Source: an optimization exercise on an open RTL-to-GDS flow (aim: small area, a short achievable clock period and few clock cycles per item). Production flows keep margins and buffers that such runs may drop. At most, simulation tests tie the RTL to the original design; equivalence was not proved. Power is estimated from default activity; no workload was simulated.

run E:
Design fcodec_rx, start of the top module:
module fcodec_rx (
    input  wire        clk,
    input  wire        rst,
    input  wire        host_req,
    input  wire        host_we,
    input  wire [11:0] host_addr,
    input  wire [15:0] host_wdata,
    output wire        host_ack,
    output reg  [15:0] host_rdata,
    input  wire        rx_valid,
    input  wire        rx_fail,
    input  wire [7:0]  rx_data,
    output wire        rx_ready
);
clock: 10.0 ns
lec_check: 0
cap_margin: 20
core_margin: 2
core_utilization: 40
cts_buf_list: sky130_fd_sc_hd__clkbuf_8
cts_cluster_size: 24
place_density: 0.6
setup_slack_margin: 5
slew_margin: 20
run.sh (not shown) runs the stock make flow with config.mk's settings and CLKGATE_MAP_FILE= SYNTH_SCRIPT=/design/flow/synth_recipe.tcl, a recipe that flattens the netlist after the stock synthesis.
Both conditions hold for run E: the flow ran to the end and the final layout passed the timing, DRC and antenna checks.
Testbench counts of run E, summed over its fixed seeds: cycles 83,225, frames 960.
Changes in run D relative to run E:
- clearing CTS_CLUSTER_SIZE, which used to be 24
- clearing CTS_BUF_LIST, which used to be sky130_fd_sc_hd__clkbuf_8
Results
Looking at transition at the pin with the smallest max-transition slack, run D sits above run E. Run D vs run E — final area rose 0.39%. Taking run E as the reference, in run D detailed-routed wire length on met3 about even; post-cts hold buffer count about even; final core utilization rose 0.18 points; register share of total power fell 2.1 points.

---

Another version of the RTL of fcodec_rx (not shown whole).
For scale: ~60 I/O pins, ~61000 µm² of cells after synthesis.
==> flow/config.mk <==
export PLATFORM = sky130hd
export DESIGN_NAME = fcodec_rx
export DESIGN_NICKNAME = fcodec_rx
export VERILOG_FILES = /design/flow/design.v
export SDC_FILE = /design/flow/constraint.sdc
export NUM_CORES = 4
export LEC_CHECK = 0
export CAP_MARGIN = 20
export CORE_MARGIN = 2
export CORE_UTILIZATION = 40
export CTS_CLUSTER_DIAMETER = 80
export CTS_CLUSTER_SIZE = 28
export PLACE_DENSITY = 0.6
export SETUP_SLACK_MARGIN = 5
export SLEW_MARGIN = 20
==> flow/constraint.sdc <==
create_clock -name core_clock -period 10.0 [get_ports {clk}]
set_input_delay 2.0000 -clock core_clock [delete_from_list [all_inputs] [get_ports {clk}]]
set_output_delay 2.0000 -clock core_clock [all_outputs]
set_load 0.01 [all_outputs]
Next try:
==> flow/flow/run.sh (new file) <==
#!/bin/bash
# Layout: the standard ORFS flow (standard.sh, synthesis included), with
# two changes:
#  - slow wide OR/NOR cells (or3, or4, nor3, nor4 and the 5-input
#    and-or/or-and cells) are added to the platform's don't-use list, so
#    that synthesis and the resizer build the port-to-port logic from
#    faster gates;
#  - clock tree: clkbuf_8 sink buffers in larger sink clusters, no dummy
#    loads.
# ORFS writes each step's log under orfs/logs/; make's own output goes to
# flow_make.log.
set -euo pipefail
export DONT_USE_CELLS="sky130_fd_sc_hd__or4_1 sky130_fd_sc_hd__or4_2 sky130_fd_sc_hd__or4_4 sky130_fd_sc_hd__or4b_1 sky130_fd_sc_hd__or4b_2 sky130_fd_sc_hd__or4b_4 sky130_fd_sc_hd__or4bb_1 sky130_fd_sc_hd__or4bb_2 sky130_fd_sc_hd__or4bb_4 sky130_fd_sc_hd__nor4_1 sky130_fd_sc_hd__nor4_2 sky130_fd_sc_hd__nor4_4 sky130_fd_sc_hd__nor4b_1 sky130_fd_sc_hd__nor4b_2 sky130_fd_sc_hd__nor4b_4 sky130_fd_sc_hd__nor4bb_1 sky130_fd_sc_hd__nor4bb_2 sky130_fd_sc_hd__nor4bb_4 sky130_fd_sc_hd__or3_1 sky130_fd_sc_hd__or3_2 sky130_fd_sc_hd__or3_4 sky130_fd_sc_hd__or3b_1 sky130_fd_sc_hd__or3b_2 sky130_fd_sc_hd__or3b_4 sky130_fd_sc_hd__nor3_1 sky130_fd_sc_hd__nor3_2 sky130_fd_sc_hd__nor3_4 sky130_fd_sc_hd__nor3b_1 sky130_fd_sc_hd__nor3b_2 sky130_fd_sc_hd__nor3b_4 sky130_fd_sc_hd__a2111o_1 sky130_fd_sc_hd__a2111o_2 sky130_fd_sc_hd__a2111o_4 sky130_fd_sc_hd__a2111oi_0 sky130_fd_sc_hd__a2111oi_1 sky130_fd_sc_hd__a2111oi_2 sky130_fd_sc_hd__a2111oi_4 sky130_fd_sc_hd__o2111a_1 sky130_fd_sc_hd__o2111a_2 sky130_fd_sc_hd__o2111a_4 sky130_fd_sc_hd__o2111ai_1 sky130_fd_sc_hd__o2111ai_2 sky130_fd_sc_hd__o2111ai_4 sky130_fd_sc_hd__o41ai_1 sky130_fd_sc_hd__o41ai_2 sky130_fd_sc_hd__o41ai_4 sky130_fd_sc_hd__o41a_1 sky130_fd_sc_hd__o41a_2 sky130_fd_sc_hd__o41a_4"
CTS="-sink_clustering_enable -repair_clock_nets -dont_use_dummy_load"
CTS="$CTS -buf_list sky130_fd_sc_hd__clkbuf_8 -sink_buffer_max_cap_derate 1.0"
CTS="$CTS -sink_clustering_size 18 -sink_clustering_max_diameter 50"
bash standard.sh "CTS_ARGS=$CTS" finish > flow_make.log 2>&1
==> flow/standard.sh (new file) <==
#!/bin/bash
# synth_recipe.tcl (not shown) runs the flow's synth.tcl, then flattens the netlist and writes it again
# the make line also repeats each setting of config.mk as NAME=value (left out here)
make -C /OpenROAD-flow-scripts/flow DESIGN_CONFIG=/design/flow/config.mk WORK_HOME=/design/flow/orfs CLKGATE_MAP_FILE= SYNTH_SCRIPT=/design/flow/synth_recipe.tcl "${@:-finish}"
Settings changed: CTS_CLUSTER_DIAMETER 80 to default, CTS_CLUSTER_SIZE 28 to default.
removed: flow/run.sh
Result:
- first-iteration DRC count decreases by a few percent
- global-route usage hardly moves
- setup slack degrades by 0.050 ns
- final area decreases slightly
- hold slack degrades by 0.029 ns
- clock power decreases by roughly a tenth
- core utilization decreases by 0.56 points
No functional check of the RTL was part of any run of this note.

==> separate check: timing with driven ports <==
In the flow no input, the clock included, has a driving cell. The finished layouts below were timed again as built, in two steps.
Step 1 (the two cells are an assumption about what drives the block):
set clk [get_ports {clk}]
set_driving_cell -lib_cell sky130_fd_sc_hd__clkbuf_16 $clk
set_driving_cell -lib_cell sky130_fd_sc_hd__buf_2 [delete_from_list [all_inputs] $clk]
Step 2, shift: input delay + t, output delay - t, t = (earliest + latest rising clock arrival at the registers) / 2. This alone moves slack from input paths to output paths.
a / b / c = ideal ports / drivers / drivers and shift; a / b = the first two.
run	shift t [ns]	setup WS [ns]	worst setup path after step 2	slew at the worst register clock pin (ns)	pins driven straight from the clock port
run E	0.999	3.836 / 3.804 / 3.804	input to output	0.07 / 0.07	1
run D	0.863	3.834 / 3.802 / 3.802	input to output	0.07 / 0.07	1
the first run of note 2	0.809	4.599 / 4.526 / 4.177	input to register	0.11 / 0.11	1
the second run of note 2	0.933	4.549 / 4.494 / 4.051	input to register	0.11 / 0.11	1
After both steps setup and hold are still met in every run listed. The setup slack of the second run of note 2, which loses most, moves by -0.055 ns with the drivers and by -0.498 ns with both steps.
